From an optimization exercise on the open Yosys and OpenROAD flow, aimed at small area, a short achievable clock period and few clock cycles per item; shortcuts taken in it are not production practice. For this run, only the layout was checked, not whether the RTL still works.

$ cat design.v
module lsc_mapper (
    input  wire        clk,
    input  wire        rst,
    input  wire        in_valid,
    output wire        in_ready,
    input  wire        in_imm,
    input  wire        in_mtrunc,
    input  wire [15:0] in_value,
    input  wire [15:0] in_rmin,
    input  wire [15:0] in_rmax,
    output wire        out_valid,
    input  wire        out_ready,
    output wire [7:0]  out_angle,
    output wire [31:0] out_lux
);
    function [16:0] dstep;       
        input [16:0] top;
        input [15:0] den;
        reg   [17:0] t;
        begin
            t = {1'b0, top} - {2'b0, den};
            dstep = t[17] ? {1'b0, top[15:0]} : {1'b1, t[15:0]};
        end
    endfunction
    reg        k_valid;              
    wire       adv = ~k_valid;       
    assign in_ready = adv;
    reg        v0;
    reg        imm0, trunc0;
    reg [15:0] val0, rmin0, rmax0;
    function [1:0] add3;
        input [1:0] a, b;
        reg   [2:0] s;
        begin
            s = a + b;
            add3 = (s >= 3'd3) ? s - 3'd3 : s[1:0];
        end
    endfunction
    function [1:0] dig3;
        input [1:0] d;
        dig3 = (d == 2'd3) ? 2'd0 : d;
    endfunction
    wire [1:0] m3a = add3(dig3(val0[1:0]),   dig3(val0[3:2]));
    wire [1:0] m3b = add3(dig3(val0[5:4]),   dig3(val0[7:6]));
    wire [1:0] m3c = add3(dig3(val0[9:8]),   dig3(val0[11:10]));
    wire [1:0] m3d = add3(dig3(val0[13:12]), dig3(val0[15:14]));
    wire [1:0] vm3 = add3(add3(m3a, m3b), add3(m3c, m3d));
    reg  [2:0] m;
    always @(*) begin
        case ({val0[0], vm3})
            3'b000: m = 3'd0; 3'b001: m = 3'd2; 3'b010: m = 3'd4;
            3'b100: m = 3'd3; 3'b101: m = 3'd5; 3'b110: m = 3'd1;
            default: m = 3'd0;
        endcase
    end
    wire [25:0] vv = {10'd0, val0};
    wire [25:0] n_full = (vv << 7) + (vv << 4) + (vv << 2) + (imm0 ? (vv << 5) : (vv << 1))
                       - {10'd0, rmin0} * 26'd180 - (trunc0 ? {23'd0, m} * 26'd30 : 26'd0);
    wire [15:0] d_s1 = rmax0 - rmin0;
    reg        v1, neg1;
    reg [23:0] n1;
    reg [15:0] d1, val1;
    wire [16:0] s7 = dstep(n1[23:7], d1);
    wire [16:0] s6 = dstep({s7[15:0], n1[6]}, d1);
    wire        ovf_s2 = (n1[23:8] >= d1);
    reg        v2, neg2, ovf2;
    reg [21:0] r2;               
    reg [1:0]  q2;
    reg [15:0] d2, val2;
    wire [16:0] s5 = dstep(r2[21:5], d2);
    wire [16:0] s4 = dstep({s5[15:0], r2[4]}, d2);
    reg        v3, neg3, ovf3;
    reg [19:0] r3;
    reg [3:0]  q3;
    reg [15:0] d3, val3;
    wire [16:0] s3 = dstep(r3[19:3], d3);
    wire [16:0] s2 = dstep({s3[15:0], r3[2]}, d3);
    wire [5:0]  qh = {q3, s3[16], s2[16]};           
    wire        sat_s4 = ovf3 | (qh >= 6'd45);        
    wire [18:0] x5_s4 = {3'd0, val3} + {1'b0, val3, 2'b00};
    reg        v4, neg4, sat4;
    reg [17:0] r4;
    reg [5:0]  q4;
    reg [15:0] d4;
    reg [18:0] x5_4;
    wire [16:0] s1 = dstep(r4[17:1], d4);
    wire [16:0] s0 = dstep({s1[15:0], r4[0]}, d4);
    wire [7:0]  ang_s5 = neg4 ? 8'd0 : sat4 ? 8'd180 : {q4, s1[16], s0[16]};
    wire [18:0] lq = x5_4 / 19'd3;
    wire [18:0] lr = x5_4 % 19'd3;
    reg        o_valid;
    reg [7:0]  o_angle;
    reg [16:0] o_lux;
    reg [1:0]  o_r;
    reg [7:0]  k_angle;
    reg [16:0] k_lux;
    reg [1:0]  k_r;
    wire o_free = ~o_valid | out_ready;
    always @(posedge clk) begin
        if (rst) begin
            v0 <= 1'b0; v1 <= 1'b0; v2 <= 1'b0; v3 <= 1'b0; v4 <= 1'b0;
            o_valid <= 1'b0;
            k_valid <= 1'b0;
        end else begin
            if (adv) begin
                v0 <= in_valid;
                v1 <= v0;
                v2 <= v1;
                v3 <= v2;
                v4 <= v3;
            end
            if (k_valid) begin
                if (out_ready) begin
                    o_valid <= 1'b1;
                    k_valid <= 1'b0;
                end
            end else if (o_free) begin
                o_valid <= v4;
            end else if (v4) begin
                k_valid <= 1'b1;
            end
        end
        if (adv) begin
            imm0   <= in_imm;
            trunc0 <= ~in_imm & in_mtrunc;
            val0   <= in_value;
            rmin0  <= in_rmin;
            rmax0  <= in_rmax;
            n1   <= n_full[23:0];
            neg1 <= n_full[25];
            d1   <= d_s1;
            val1 <= val0;
            r2   <= {s6[15:0], n1[5:0]};
            q2   <= {s7[16], s6[16]};
            neg2 <= neg1;
            ovf2 <= ovf_s2;
            d2   <= d1;
            val2 <= val1;
            r3   <= {s4[15:0], r2[3:0]};
            q3   <= {q2, s5[16], s4[16]};
            neg3 <= neg2;
            ovf3 <= ovf2;
            d3   <= d2;
            val3 <= val2;
            r4   <= {s2[15:0], r3[1:0]};
            q4   <= qh;
            neg4 <= neg3;
            sat4 <= sat_s4;
            d4   <= d3;
            x5_4 <= x5_s4;
        end
        if (k_valid) begin
            if (out_ready) begin
                o_angle <= k_angle;
                o_lux   <= k_lux;
                o_r     <= k_r;
            end
        end else if (o_free) begin
            o_angle <= ang_s5;
            o_lux   <= lq[16:0];
            o_r     <= lr[1:0];
        end else begin
            k_angle <= ang_s5;
            k_lux   <= lq[16:0];
            k_r     <= lr[1:0];
        end
    end
    assign out_valid = o_valid;
    assign out_angle = o_angle;
    assign out_lux = {o_lux,
                      o_r[1], o_r[0], o_r[1], o_r[0], o_r[1], o_r[0], o_r[1], o_r[0],
                      o_r[1], o_r[0], o_r[1], o_r[0], o_r[1], o_r[0], o_r[1]};
endmodule
$ cat run.sh
#!/bin/bash
# synth_recipe.tcl (not shown) runs the flow's synth.tcl, then flattens the netlist and writes it again
# the make line also repeats each setting of config.mk as NAME=value (left out here)
make -C /OpenROAD-flow-scripts/flow DESIGN_CONFIG=/design/flow/config.mk WORK_HOME=/design/flow/orfs CLKGATE_MAP_FILE= SYNTH_SCRIPT=/design/flow/synth_recipe.tcl finish
$ cat config.mk
export PLATFORM = sky130hd
export DESIGN_NAME = lsc_mapper
export DESIGN_NICKNAME = lsc_mapper
export VERILOG_FILES = /design/flow/design.v
export SDC_FILE = /design/flow/constraint.sdc
export NUM_CORES = 4
export LEC_CHECK = 0
export CAP_MARGIN = 20
export CORE_MARGIN = 2
export CORE_UTILIZATION = 40
export SLEW_MARGIN = 20
$ cat constraint.sdc
create_clock -name core_clock -period 22.0 [get_ports {clk}]
set_input_delay 4.4000 -clock core_clock [delete_from_list [all_inputs] [get_ports {clk}]]
set_output_delay 4.4000 -clock core_clock [all_outputs]
set_load 0.01 [all_outputs]
==> metrics list <==
- The run finished with no timing, DRC or antenna violations.
- The first global-routing pass estimated 86.87 mm of wire.
- Clock Tree Root: sky130_fd_sc_hd__clkbuf_16
* R2R Path End: neg1
* Die Y: 256.0 um
* Final routed wire length divided by cell count: 15.06 um
- Number of hold violations in the final report: 0
- Grt total ovfl: 0
* Most frequent cell on the critical path: sky130_fd_sc_hd__inv_1
* Cell taking the most area after synthesis: sky130_fd_sc_hd__edfxtp_1
- The worst setup path is captured at a flip-flop.
- Mean instance size in the synthesized netlist: 10.43 sq um
- Layout Cells excl Fill: 3,400
* Number of remaining DRC errors: 0
* Most common library cell in the layout ignoring fill and taps: sky130_fd_sc_hd__inv_1
- Worst hold slack after final layout: 0.3896 ns
* Hold path depth: 0
- Measured in cells, the most critical reg-to-reg path has a length of 53.
- Clock skew on the completed layout was measured at 0.03736 ns.
* Worst-case hold path end point: val3[6]
* Type of the most critical hold path: flip-flop to flip-flop
- Summing every instance area after synthesis gives 25,400 sq um.
- The synthesized netlist contains 90 unique library cells.
- Number of primary I/O pins: 96
- Measured on the finished design, the core utilization comes to 0.4547.
- Primary flip-flop cell chosen by synthesis mapping: sky130_fd_sc_hd__edfxtp_1
- Clock slew seen by the registers of the worst setup and hold paths: 0.06 ns
* Share of the clock period used by the worst path: 0.5417
- For this block, the via count after detailed routing is 17.23k.
* Worst reg2reg path startpoint: val0[0]
- Leaving out fill and tap cells, the most frequent cells in the layout are sky130_fd_sc_hd__inv_1, sky130_fd_sc_hd__edfxtp_1, sky130_fd_sc_hd__ha_1.
* Initial core utilization: 0.4034
- The number of nets in the synthesized netlist is 2,874.
- Once placement completed, the tool counted placed cells totaling 3,326.
* Aggregate routed wire length: 51.22 mm
- Number of flops mapped to enable cells by yosys: 334
- Sequential-to-total area share from yosys stat: 0.4004
* Clock H-tree levels: 2
* Arrival time of data at the critical path endpoint: 12.24 ns
- The detail route stage leaves a number of antenna-violating nets equal to 0.
- After legalization and detailed placement, the total HPWL measured 40.46 mm.
- The tool flagged a number of max-cap violations equal to 0.
* Area of the die: 65,530 sq um
* Share of final-layout standard cells stronger than drive strength 1: 0.06578
* Synth top area cells: sky130_fd_sc_hd__edfxtp_1, sky130_fd_sc_hd__ha_1, sky130_fd_sc_hd__fa_1, sky130_fd_sc_hd__inv_1, sky130_fd_sc_hd__a21oi_1
- Insertion delay of the later-clocked pin in the worst-skew pair: 0.59 ns
* Initial antenna violation count: 1
- For the worst setup path, the data required time is 22.32 ns.
- Clock period minus final worst setup slack: 11.92 ns
* Setup repair after global routing missed its margin: no
* Maximum number of pins on one net before global-route repair: 77
- Row generation in the floorplan step produced 92 rows.
- The worst hold path begins at val2[6].
- Across all register-to-register paths, the minimum setup slack is 10.08 ns.
- Kind of critical path: flip-flop to flip-flop
- The number of pins with negative max-slew slack in the final report came to 0.
- Top cell type's share of synthesized area: 0.3949
- Global placement routability congestion: 0.8398
- Library cell contributing the largest single delay on the critical path: sky130_fd_sc_hd__edfxtp_1
- Flip-flop and latch count after synthesis: 341
- Vias/cell: 5.066
- TritonCTS built the clock tree.
* Clk buf depth: 3
* Layout Area Growth over Synthesis: 12.73%
- Counting the buffers created by CTS gives 41.
* Gate count of the mapped netlist: 2,434
* Number of port buffers: 95
- Die Span X: 256.0 um
- Cts hold-fix bufs: 0
- Adding up every negative setup slack in the final design gives 0 ns.
- Counting flops with an async set or reset pin after synthesis yields a share of 0.
- Based on the critical path, the design can be clocked at up to 0.08391 GHz.
* Count of yosys warnings during synthesis: 1
* Longest individual stage delay on the worst path: 0.52 ns
* Nets: 2,963
- Of all nets on the critical path, the largest fanout is 9.
- Actual transition at the worst max-transition pin: 0.9882 ns
- Count of routing violations after the opening detailed-route iteration: 831
* Number of global-route vias before repair: 17.90k
* Core Area: 62,970 sq um
- Headroom to the max-slew limit came out at 0.3412.
- Before antenna repair, the detailed router went through 5 iterations.
* CP Launch Type: flip-flop
- Number of setup buffers added after CTS: 0
* Number of diodes added for antenna fixing: 0
- Setup violations, final: 0
- Number of sinks on the clock net: 341
- For this run, the total global-route usage over all layers was measured as 0.1592.
- Number of resized instances in the post-cts repair step: 0
-- cells in the mapped netlist (all sizes together), types with 7 or more instances --
cell type,number
inv,366
edfxtp,334
ha,289
a21oi,162
o21ai,157
nand2,138
nor2,138
fa,97
xnor2,85
a21o,72
nor3,59
mux2,48
clkbuf,38
nand2b,36
nor2b,35
mux2i,32
a21boi,31
nand3,30
xor2,29
o21bai,26
buf,25
and3,24
o21a,16
o211ai,13
o31ai,13
and2,10
a211oi,9
or2,9
nand3b,8
nor3b,8
a31o,7
dfxtp,7
-- state kept, by name, indices dropped and copies added, names as in the netlist, 17 cells and up --
name	cells
x5_4	19
r2	21
r4	17
r3	19
k_lux	17
n1	23
o_lux	17
-- through the flow --
step                      cell area (sq um)  setup slack (ns)
final                                 28630             10.08
after global routing                  28630             9.103
after CTS                             28630             10.03
after detailed placement              27240             10.10
after global placement                27240             10.32
after floorplan                       25400             9.146
-- critical path: cells and delay by family, from the launching register on --
family / cells / cell delay [ns]
and+or+nand+nor: 7 / 1.11
AOI/OAI and AO/OA: 19 / 3.74
DFF: 1 / 0.52
adders and majority gates: 16 / 5.33
xor gates and xnor gates: 1 / 0.12
buffers and inverters: 10 / 0.79
-- worst max-delay path by stage --
stage          cells after the start  endpoint    start
6_report                          53      neg1  val0[0]
5_1_grt                           53      neg1  val0[0]
4_1_cts                           53      neg1  val0[0]
3_5_place_dp                      53      neg1  val0[0]
3_3_place_gp                      53      neg1  val0[0]
2_1_floorplan                      3  in_ready  k_valid
-- cell type report --
cell class	instances	area, sq um
sequential	341	10170
fill	5793	34330
tap	846	1059
inverter	368	1389
clock buffer	46	1045
timing repair buffer	109	1056
clock inverter	28	342.8
multi-input combinational	1662	13570
-- metal layers --
| layer | vias to the layer above | GRT usage | share of wire |
|---|---|---|---|
| met2 | 250 | 0.2847 | 0.50 |
| li1 | 8704 | - | - |
| met3 | 70 | 0.01901 | 0.030 |
| met5 | - | 0 | 0 |
| met1 | 8201 | 0.2006 | 0.45 |
| met4 | 0 | 0.04922 | 0.024 |
-- cell families after synthesis --
family | after synthesis | synth area share
AOI/OAI and AO/OA | 564 | 0.1403
xor gates and xnor gates | 114 | 0.03931
adders and majority gates | 386 | 0.2188
buffers and inverters | 431 | 0.06670
DFF | 341 | 0.4004
muxes | 81 | 0.03508
and+or+nand+nor | 517 | 0.09941

afterwards: timing with drivers on the ports:
No port has a modelled driver above. Below, the same layout with a new extraction and two added sets of constraints. Step 1 (the two cells are an assumption about what drives the block):
set clk [get_ports {clk}]
set_driving_cell -lib_cell sky130_fd_sc_hd__clkbuf_16 $clk
set_driving_cell -lib_cell sky130_fd_sc_hd__buf_2 [delete_from_list [all_inputs] $clk]
Step 2 adds t to the input delays and takes it off the output delays; t is the mean of the earliest and latest rising clock arrival at the registers after step 1. Input paths then give back, and output paths get back, about the clock's delay inside the block. a / b / c = no drivers / after step 1 / after step 2; a / b = the first two.
shift t [ns]: 0.631
setup slack, ns: 10.083 / 10.083 / 10.083
latest minus earliest clock arrival (ns): 0.037 / 0.037
After both steps setup and hold are still met in this run. The setup slack of this run moves by 0.000 ns with the drivers and by 0.000 ns with both steps.
